This is an optimization exercise on Yosys and OpenROAD, whose aim is small area, a short achievable clock period and few clock cycles, not a production implementation.
At most, simulation tests tie the RTL to the original design; equivalence was not proved.
Power and IR drop assume default switching activity.

## garnet
## bat_ss
module bat_ss (
    input  wire        clk,
    input  wire        rst,
    input  wire        start,
    input  wire [3:0]  cfg_bits_in_m1,
    input  wire [3:0]  cfg_bits_out_m1,
    input  wire [7:0]  cfg_samples_m1,
    input  wire [7:0]  cfg_before,
    input  wire [7:0]  cfg_after,
    input  wire [3:0]  cfg_in_align_repeat,
    input  wire [3:0]  cfg_in_align_bits_m1,
    input  wire [3:0]  cfg_out_align_repeat,
    input  wire [3:0]  cfg_out_align_bits_m1,
    input  wire [15:0] cfg_repeat,
    input  wire        in_valid,
    input  wire        in_eod,
    input  wire [7:0]  in_data,
    output wire        in_ready,
    output wire        out_valid,
    output wire [7:0]  out_data,
    input  wire        out_ready,
    output wire        busy,
    output reg         ended_eod
);
Size in the first run: about 2,400 cells after synthesis, roughly 220 flip-flops, ~90 I/O pins.
Settings: LEC_CHECK=0, CAP_MARGIN=20, CORE_MARGIN=2, CORE_UTILIZATION=40, PLACE_DENSITY=0.6, SLEW_MARGIN=20; clock period 10.0 ns.
run.sh (not shown) runs the stock make flow with config.mk's settings and CLKGATE_MAP_FILE= SYNTH_SCRIPT=/design/flow/synth_recipe.tcl, a recipe that flattens the netlist after the stock synthesis.
garnet has completed all stages; timing, DRC and antenna checks passed.
Inputs modified between garnet and xenon:
Settings: an added SETUP_SLACK_MARGIN of 5.
[summary]
Between xenon and garnet, it is xenon whose combinational group share of total power is lower, by 0.4 points. Relative to garnet, sum of met3 wire segment lengths after detailed routing has increased by 640 um in xenon. Cmp xenon vs garnet: non-clock buffering overhead in the final layout higher in xenon. xenon vs garnet: number of cells in the finished layout apart from fillers up in xenon. Placed cell count: xenon vs garnet — no meaningful difference. Wire length came out higher on xenon than on garnet. The aggregate global-route resource usage of garnet and that of xenon are within noise of each other. Depth of the worst register-to-register path ended up 3 lower on xenon than on garnet. Lower wire length on met2 goes to garnet over xenon. Part of the cycle the worst path needs ended up 10 points lower on xenon than on garnet.
No functional check of the RTL was part of any run of this note.


Another version of the RTL of bat_ss (not shown whole).
Size in the first run: ~2,400 cells after synthesis, ~240 flip-flops, about 90 I/O pins, roughly 22,000 um^2 of cells after synthesis.
export LEC_CHECK = 0
export CAP_MARGIN = 20
export CORE_MARGIN = 2
export CORE_UTILIZATION = 65
export CTS_CLUSTER_DIAMETER = 80
export CTS_CLUSTER_SIZE = 30
export PLACE_DENSITY = 0.8
export SETUP_SLACK_MARGIN = 5
export SLEW_MARGIN = 20
create_clock -name core_clock -period 10.0 [get_ports {clk}]
Testbench counts at the start, summed over its fixed seeds: cycles 46,835.
Rerun with:
--- a/flow/config.mk
+++ b/flow/config.mk
@@ -9,6 +9,6 @@
 export CORE_MARGIN = 2
-export CORE_UTILIZATION = 65
-export CTS_CLUSTER_DIAMETER = 80
-export CTS_CLUSTER_SIZE = 30
-export PLACE_DENSITY = 0.8
+export CORE_UTILIZATION = 55
+export CTS_CLUSTER_DIAMETER = 70
+export CTS_CLUSTER_SIZE = 35
+export PLACE_DENSITY = 0.7
 export SETUP_SLACK_MARGIN = 5
Routed wire length increases slightly.
Clock skew increases by 0.024 ns.
Final area increases slightly.
Clock power increases by about a fifth.
Sequential power decreases by a few percent.
Global-route usage decreases by 4.5 points.
Rerun with:
--- a/flow/config.mk
+++ b/flow/config.mk
@@ -10,4 +10,2 @@
 export CORE_UTILIZATION = 55
-export CTS_CLUSTER_DIAMETER = 70
-export CTS_CLUSTER_SIZE = 35
 export PLACE_DENSITY = 0.7
What happened:
- first-iteration DRC count climbs by 10%
- total power rises by 1.5%
- synthesized area stays the same
Rerun with:
--- a/flow/config.mk
+++ b/flow/config.mk
@@ -10,2 +10,4 @@
 export CORE_UTILIZATION = 55
+export CTS_CLUSTER_DIAMETER = 80
+export CTS_CLUSTER_SIZE = 30
 export PLACE_DENSITY = 0.7
After rerunning:
- The changed run completed without violations
- via count stays flat
- design area is lower by about 1%
- clock power is lower by about 20%
- register-to-register slack gains 0.03 ns
- fmax is higher by about 1%
- total power is lower by 2.5%
- global-route usage is lower by 0.24 points
- hold slack gains 0.022 ns


bat_ss, a different RTL version from the one above (not shown whole).
Size in the first run: roughly 90 I/O pins, about 21000 um2 of cells after synthesis.
make LEC_CHECK=0 CAP_MARGIN=20 CORE_MARGIN=2 CORE_UTILIZATION=65 PLACE_DENSITY=0.8 SETUP_SLACK_MARGIN=5 SLEW_MARGIN=20 finish   # period 10.0 ns
Testbench counts at the start, summed over its fixed seeds: cycles 47,351.
==> next run, changes <==
--- a/flow/config.mk
+++ b/flow/config.mk
@@ -9,4 +9,4 @@
 export CORE_MARGIN = 2
-export CORE_UTILIZATION = 65
-export PLACE_DENSITY = 0.8
+export CORE_UTILIZATION = 40
+export PLACE_DENSITY = 0.6
 export SETUP_SLACK_MARGIN = 5
=> Power rose by 0.71%; core utilization is lower by 28 points; register-to-register slack gets better by 0.03 ns; clock skew went up by 0.0032 ns; sequential share of layout area came out lower by 0.40 points; routed wire length rises by 4.7%.

## static timing again, ports no longer ideal
The results above use ideal ports. As a check the final layouts listed here were re-extracted and re-timed, cells and wires unchanged.
Step 1 assumes that a clkbuf_16 drives the clock port and a buf_2 every other input.
Step 2 also shifts input and output timing later by t, the mid clock arrival at the registers, as if the neighbouring blocks saw the same clock.
a / b / c = ideal / step 1 / step 2; a / b = the first two.
| run | shift t [ns] | slack for setup (ns) | worst register clock-pin slew, ns | worst data-port slew with drivers (ns) |
|---|---|---|---|---|
| garnet | 0.647 | 4.085 / 4.022 / 3.804 | 0.07 / 0.07 | 0.08 |
| xenon | 0.643 | 5.110 / 5.047 / 4.592 | 0.08 / 0.08 | 0.09 |
| the first run of note 2 | 0.568 | 5.140 / 5.140 / 4.797 | 0.11 / 0.11 | 0.08 |
| the second run of note 2 | 0.591 | 5.146 / 5.161 / 4.577 | 0.10 / 0.10 | 0.06 |
| the third run of note 2 | 0.615 | 5.164 / 5.107 / 4.748 | 0.07 / 0.07 | 0.06 |
| the fourth run of note 2 | 0.581 | 5.213 / 5.198 / 4.777 | 0.10 / 0.10 | 0.06 |
| the first run of note 3 | 0.607 | 5.133 / 5.133 / 4.626 | 0.07 / 0.07 | 0.05 |
| the second run of note 3 | 0.640 | 5.094 / 5.041 / 4.692 | 0.06 / 0.06 | 0.06 |
After both steps setup and hold are still met in every run listed. For the second run of note 2, which loses most, drivers alone change the setup slack by +0.015 ns; drivers and shift together by -0.569 ns.
